This is an optimization exercise on Yosys and OpenROAD, whose aim is small area, not a production implementation. Function was checked by simulation only, so behaviour that the tests miss may differ from the original. No activity file was given, so power comes from the tool's default toggle rates.

==> flow/design.v <==
module mvn_cpu (
    input  wire        clk,
    input  wire        rst,
    output reg         mem_req,
    output reg         mem_we,
    output reg  [11:0] mem_addr,
    output reg  [7:0]  mem_wdata,
    input  wire        mem_ready,
    input  wire [7:0]  mem_rdata,
    output wire        in_ready,
    input  wire        in_valid,
    input  wire [11:0] in_data,
    output wire        out_valid,
    output wire [11:0] out_data,
    output wire        halted,
    input  wire        resume,
    output wire        done,
    output wire        faulted,
    output wire [3:0]  fault_code,
    output wire [12:0] pc_o,
    output wire [11:0] ac_o
);
    localparam [3:0] OP_JMP = 4'h0, OP_JZ = 4'h1, OP_JN = 4'h2, OP_LV = 4'h3,
                     OP_ADD = 4'h4, OP_SUB = 4'h5, OP_MUL = 4'h6, OP_DIV = 4'h7,
                     OP_LD  = 4'h8, OP_MM  = 4'h9, OP_SC  = 4'hA, OP_RS  = 4'hB,
                     OP_HM  = 4'hC, OP_GD  = 4'hD, OP_PD  = 4'hE, OP_OS  = 4'hF;
    localparam [4:0] S_CLR   = 5'd0,   
                     S_FETCH = 5'd1,   
                     S_X1    = 5'd2,   
                     S_RDL   = 5'd3,   
                     S_OPA   = 5'd4,   
                     S_MUL   = 5'd5,   
                     S_DIV   = 5'd6,   
                     S_WR    = 5'd7,   
                     S_COPY  = 5'd8,   
                     S_WAIT  = 5'd9,   
                     S_NEGF  = 5'd11,  
                     D_0 = 5'h10, D_5 = 5'h15, D_6 = 5'h16, D_7 = 5'h17, D_8 = 5'h18, D_9 = 5'h19;
    reg  [4:0]  st;
    reg  [3:0]  ph;       
    reg  [11:0] P;        
    reg  [11:0] A;        
    reg  [11:0] O;        
    reg  [11:0] T;        
    reg  [3:0]  OP;       
    reg         c;        
    reg         pcc;      
    reg         f;        
    reg         neg;      
    wire clr   = (st == S_CLR);
    wire fetch = (st == S_FETCH);
    wire x1    = (st == S_X1);
    wire rdl   = (st == S_RDL);
    wire opa   = (st == S_OPA);
    wire mulp  = (st == S_MUL);
    wire divp  = (st == S_DIV);
    wire wr    = (st == S_WR);
    wire cpy   = (st == S_COPY);
    wire wt    = (st == S_WAIT);
    wire negf  = (st == S_NEGF);
    wire ph0   = (ph == 4'd0);
    wire ph11  = (ph == 4'd11);
    wire ph12  = (ph == 4'd12);
    wire ph15  = (ph == 4'd15);
    wire phhi  = ph[3] & ph[2];           
    wire it0   = (OP[3:1] == 3'b011) && (OP[0] == divp);
    wire it11  = divp ? (OP == 4'hA) : (OP == 4'h4);
    wire opr_fff  = &O;
    wire opr_zero = ~|O;
    wire ac_zero  = ~|A;
    wire t_zero   = ~|T;
    wire op_jmp = (OP == OP_JMP);
    wire op_jz  = (OP == OP_JZ);
    wire op_jn  = (OP == OP_JN);
    wire op_lv  = (OP == OP_LV);
    wire op_add = (OP == OP_ADD);
    wire op_sub = (OP == OP_SUB);
    wire op_mul = (OP == OP_MUL);
    wire op_div = (OP == OP_DIV);
    wire op_ld  = (OP == OP_LD);
    wire op_mm  = (OP == OP_MM);
    wire op_sc  = (OP == OP_SC);
    wire op_rs  = (OP == OP_RS);
    wire op_hm  = (OP == OP_HM);
    wire op_gd  = (OP == OP_GD);
    wire op_pd  = (OP == OP_PD);
    wire op_os  = (OP == OP_OS);
    wire gd     = wt && op_gd;
    wire memop = (OP[3:2] == 2'b01) || (OP[3:2] == 2'b10);
    wire rdw   = (OP[3:2] == 2'b01) || op_ld || op_rs;
    wire x1m   = x1 && !phhi;              
    wire mb = mem_rdata[{ph[2] & !x1, ph[1:0]}];
    always @(*) begin
        mem_addr = fetch ? {P[10:0], !ph[3]} : O;
        mem_req  = (fetch && !P[11]) || (x1 && phhi && rdw) || (rdl && !ph[3]) ||
                   (wr && (ph15 || ph12));
        mem_we   = wr;
        if (op_sc)
            mem_wdata = ph[0] ? {3'b000, P[11:7]} : {P[6:0], 1'b0};
        else
            mem_wdata = ph[0] ? {{4{A[11]}}, A[11:8]} : A[7:0];
    end
    wire go = !(mem_req && !mem_ready);
    wire negc  = ph0 ? A[11] : neg;              
    wire rnn   = it0 || A[0];                    
    wire subc  = ph0 ? (rnn ^ T[11]) : f;        
    wire mbit  = ph0 ? A[0] : f;                 
    reg x, ys, inv, c0;
    always @(*) begin
        x = 1'b0; ys = 1'b0; inv = 1'b0; c0 = 1'b0;
        if (fetch || negf) begin
            ys = A[0]; inv = neg; c0 = neg;
        end else if (x1) begin
            if (op_lv) x = O[0];
            else begin x = !op_gd && O[0]; c0 = rdw; end    
        end else if (rdl) begin
            ys = A[0]; inv = negc; c0 = negc;
        end else if (opa) begin
            x = !op_ld && A[0]; ys = T[0]; inv = op_sub; c0 = op_sub;
        end else if (mulp) begin
            x  = !it0 && O[1];
            ys = mbit && T[0];
        end else if (divp) begin
            x  = ph0 ? A[11] : pcc;
            ys = T[0]; inv = subc; c0 = subc;
        end else if (wr) begin
            x = O[0]; c0 = 1'b1;                     
        end
    end
    wire y   = ys ^ inv;
    wire ci  = ph0 ? c0 : c;
    wire sum = x ^ y ^ ci;
    wire co  = (x & y) | (ci & (x ^ y));
    wire hain = cpy ? ((op_rs ? T[1] : O[1]) && !ph11) : (P[0] && !clr);
    wire pci  = ph0 ? (x1 || (cpy && op_sc)) : pcc;
    wire psum = hain ^ pci;
    wire taken = op_jmp || op_hm || (op_jz && ac_zero) || (op_jn && A[11]);
    wire pdsh = x1 && op_pd && (ph15 || (!phhi && !ph11));    
    wire shA = (clr && !phhi) || ((fetch || negf) && !phhi) ||
               pdsh ||
               (x1m && (op_lv || op_gd)) || (rdl && op_div && !opr_zero) || opa ||
               (mulp && ph0) || (divp && !ph0);
    wire ldA = gd && in_valid;
    wire shP = ((clr || x1) && !phhi) || cpy;
    wire shO = fetch || (x1m && !op_pd) || pdsh ||
               mulp || divp || (wr && !phhi) || cpy;
    wire shT = (x1 && phhi && rdw) || rdl || opa || mulp || divp || cpy;
    wire sinO = fetch ? OP[0] : (x1 && op_pd) ? A[0] : (x1m || wr || mulp || divp) ? sum : O[0];
    wire sinT = (x1 || (rdl && !ph[3])) ? mb : T[0];
    wire sinA = (divp || (x1 && op_pd)) ? A[0] : sum;
    wire a0n  = (divp && ph11) ? !sum : A[1];
    assign in_ready   = gd;
    assign out_valid  = x1 && ph11 && op_pd;
    assign out_data   = O;
    assign halted     = wt && !op_gd;
    assign done       = st[4];
    assign faulted    = |st[3:0];
    assign fault_code = st[3:0];
    assign pc_o       = {P, 1'b0};
    assign ac_o       = A;
    always @(posedge clk) begin
        if (go) begin
            c   <= co;
            pcc <= divp ? (!it0 && O[0]) : (hain & pci);
            if (x1 && ph12)          f <= (mem_rdata[7:4] != 4'd0);
            else if (mulp && ph0)    f <= A[0];
            else if (divp && ph0)    f <= subc;
            if (clr || (fetch && ph15))  neg <= 1'b0;
            else if (rdl && ph0 && op_div) neg <= A[11];
            else if (divp && ph11 && it11) neg <= neg ^ T[0];    
            if (shP) P <= {psum, P[11:1]};
            if (shO) O <= {sinO, O[11:1]};
            if (shT) T <= {sinT, T[11:1]};
            if (fetch || ((mulp || divp) && ph11)) OP <= {fetch ? mb : OP[0] ^ OP[1], OP[3:1]};
            if (shA || ldA) A <= {sinA, A[11:2], a0n} | ({12{ldA}} & in_data);
        end
    end
    always @(posedge clk) begin
        if (rst) begin
            st <= S_CLR;
            ph <= 4'd0;
        end else if (go) begin
            ph <= ph + 4'd1;
            case (st)
                S_CLR, S_OPA: begin
                    if (ph11) begin ph <= 4'd0; st <= S_FETCH; end
                end
                S_NEGF: begin
                    if (ph11) st <= D_7;
                end
                S_FETCH: begin
                    if (ph15) begin
                        ph <= 4'd12;
                        st <= P[11] ? D_6 : S_X1;
                    end
                end
                S_X1: begin
                    if (ph11) begin
                        ph <= 4'd0;
                        if (memop) begin
                            if (rdw) st <= S_RDL;
                            else if (opr_fff) st <= D_6;
                            else if (op_sc && O[1]) st <= D_5;
                            else begin st <= S_WR; ph <= 4'd15; end
                        end else if (op_jmp || op_jz || op_jn || op_hm) begin
                            if (!taken) st <= S_FETCH;
                            else if (!O[1]) st <= S_COPY;
                            else if (op_hm) st <= S_WAIT;
                            else st <= D_5;
                        end else if (op_gd) st <= S_WAIT;
                        else if (op_os) st <= opr_zero ? D_0 : D_9;
                        else st <= S_FETCH;
                    end
                end
                S_RDL: begin
                    if (ph11) begin
                        ph <= 4'd0;
                        if (opr_zero) st <= D_6;           
                        else if (op_mul) st <= S_MUL;
                        else if (op_div) st <= t_zero ? S_NEGF : S_DIV;
                        else if (op_rs) st <= f ? D_8 : T[1] ? D_5 : S_COPY;
                        else st <= S_OPA;
                    end
                end
                S_MUL, S_DIV: begin
                    if (ph11) begin
                        ph <= 4'd0;
                        if (it11) st <= S_FETCH;
                    end
                end
                S_WR: begin
                    if (ph12) begin
                        ph <= 4'd0;
                        st <= op_sc ? S_COPY : S_FETCH;
                    end
                end
                S_COPY: begin
                    if (ph11) begin
                        ph <= 4'd0;
                        st <= op_hm ? S_WAIT : S_FETCH;
                    end
                end
                S_WAIT: begin
                    ph <= 4'd0;
                    if (op_gd ? in_valid : resume) st <= (!op_gd && O[0]) ? D_5 : S_FETCH;
                end
                default: ph <= 4'd0;    
            endcase
        end
    end
endmodule
==> flow/config.mk <==
export PLATFORM = sky130hd
export DESIGN_NAME = mvn_cpu
export DESIGN_NICKNAME = mvn_cpu
export VERILOG_FILES = /design/flow/design.v
export SDC_FILE = /design/flow/constraint.sdc
export NUM_CORES = 4
export LEC_CHECK = 0
export ABC_AREA = 1
export CAP_MARGIN = 20
export CORE_MARGIN = 2
export CORE_UTILIZATION = 45
export GPL_TIMING_DRIVEN = 0
export PLACE_DENSITY = 0.65
export SLEW_MARGIN = 20
==> flow/constraint.sdc <==
create_clock -name core_clock -period 10.0 [get_ports {clk}]
set_input_delay 2.0000 -clock core_clock [delete_from_list [all_inputs] [get_ports {clk}]]
set_output_delay 2.0000 -clock core_clock [all_outputs]
set_load 0.01 [all_outputs]
standard.sh (not shown) runs the stock make flow with config.mk's settings and CLKGATE_MAP_FILE= SYNTH_SCRIPT=/design/flow/synth_recipe.tcl, a recipe that flattens the netlist after the stock synthesis.
==> flow/flow/run.sh <==
#!/bin/bash
# Standard ORFS flow with four changes:
#  - the ABC script used for ABC_AREA=1 is replaced by flow/abc_area.script
#    (area-only mapping; registers come from the unchanged dfflibmap step);
#  - port buffers use sky130_fd_sc_hd__buf_1;
#  - ADDER_MAP_FILE is left empty, so half/full adder structures are left to
#    ABC instead of being mapped to ha/fa cells first;
#  - clock tree synthesis runs with the arguments in flow/cts_args.txt
#    (clkbuf_8 clock buffers, no dummy loads).
set -euo pipefail
rm -rf scripts_mod
cp -r "$FLOW_HOME/scripts" scripts_mod
cp flow/abc_area.script scripts_mod/abc_area.script
export SCRIPTS_DIR="$PWD/scripts_mod"
export BUFFER_PORTS_ARGS="-buffer_cell sky130_fd_sc_hd__buf_1"
export CTS_ARGS="$(cat flow/cts_args.txt)"
bash standard.sh "SCRIPTS_DIR=$PWD/scripts_mod" "ADDER_MAP_FILE=" \
  "BUFFER_PORTS_ARGS=-buffer_cell sky130_fd_sc_hd__buf_1" \
  "CTS_ARGS=$CTS_ARGS" finish > standard_run.log 2>&1
==> flow/flow/abc_area.script <==
strash
&get -n
&fraig -x
&put
strash
dc2
strash
&get -n
&deepsyn -T 60
&put
strash
&get -n
&dch -f
&nf -a -R 1000
&put
strash
&get -n
&dch -f
&nf -a -R 1000
&put
topo
==> flow/flow/cts_args.txt <==
-sink_clustering_enable -repair_clock_nets -dont_use_dummy_load -buf_list sky130_fd_sc_hd__clkbuf_8 -root_buf sky130_fd_sc_hd__clkbuf_8
Next try:
Settings changed: GPL_TIMING_DRIVEN 0 to default.
After rerunning:
- hold slack loses 0.0064 ns
- synthesized area does not change
- flip-flop and latch count does not change
- sequential power decreases by about 0.7%
- non-clock buffer count increases by 3
- global-route usage increases by 0.97 points
- first-iteration DRC count decreases by 5.0%
- clock power hardly moves

-- separate check: timing with driven ports --
No port has a modelled driver above. Below, the same layouts with a new extraction and two added sets of constraints. Step 1: set_driving_cell puts a clkbuf_16 on clk and a buf_2 on each other input, an assumption about the parent block. Step 2 times the ports against the registers' clock, not the clock port: input delays grow and output delays shrink by t, the midpoint of the rising clock arrivals with the driver on. Slacks: no drivers / after step 1 / after step 2; pairs: no drivers / after step 1.
run	t (ns)	setup WS [ns]	worst slew at a driven data input, ns
the first run	0.369	4.801 / 4.764 / 5.133	0.05
the second run	0.368	5.046 / 5.013 / 5.381	0.05
After both steps every run listed still meets setup and hold.
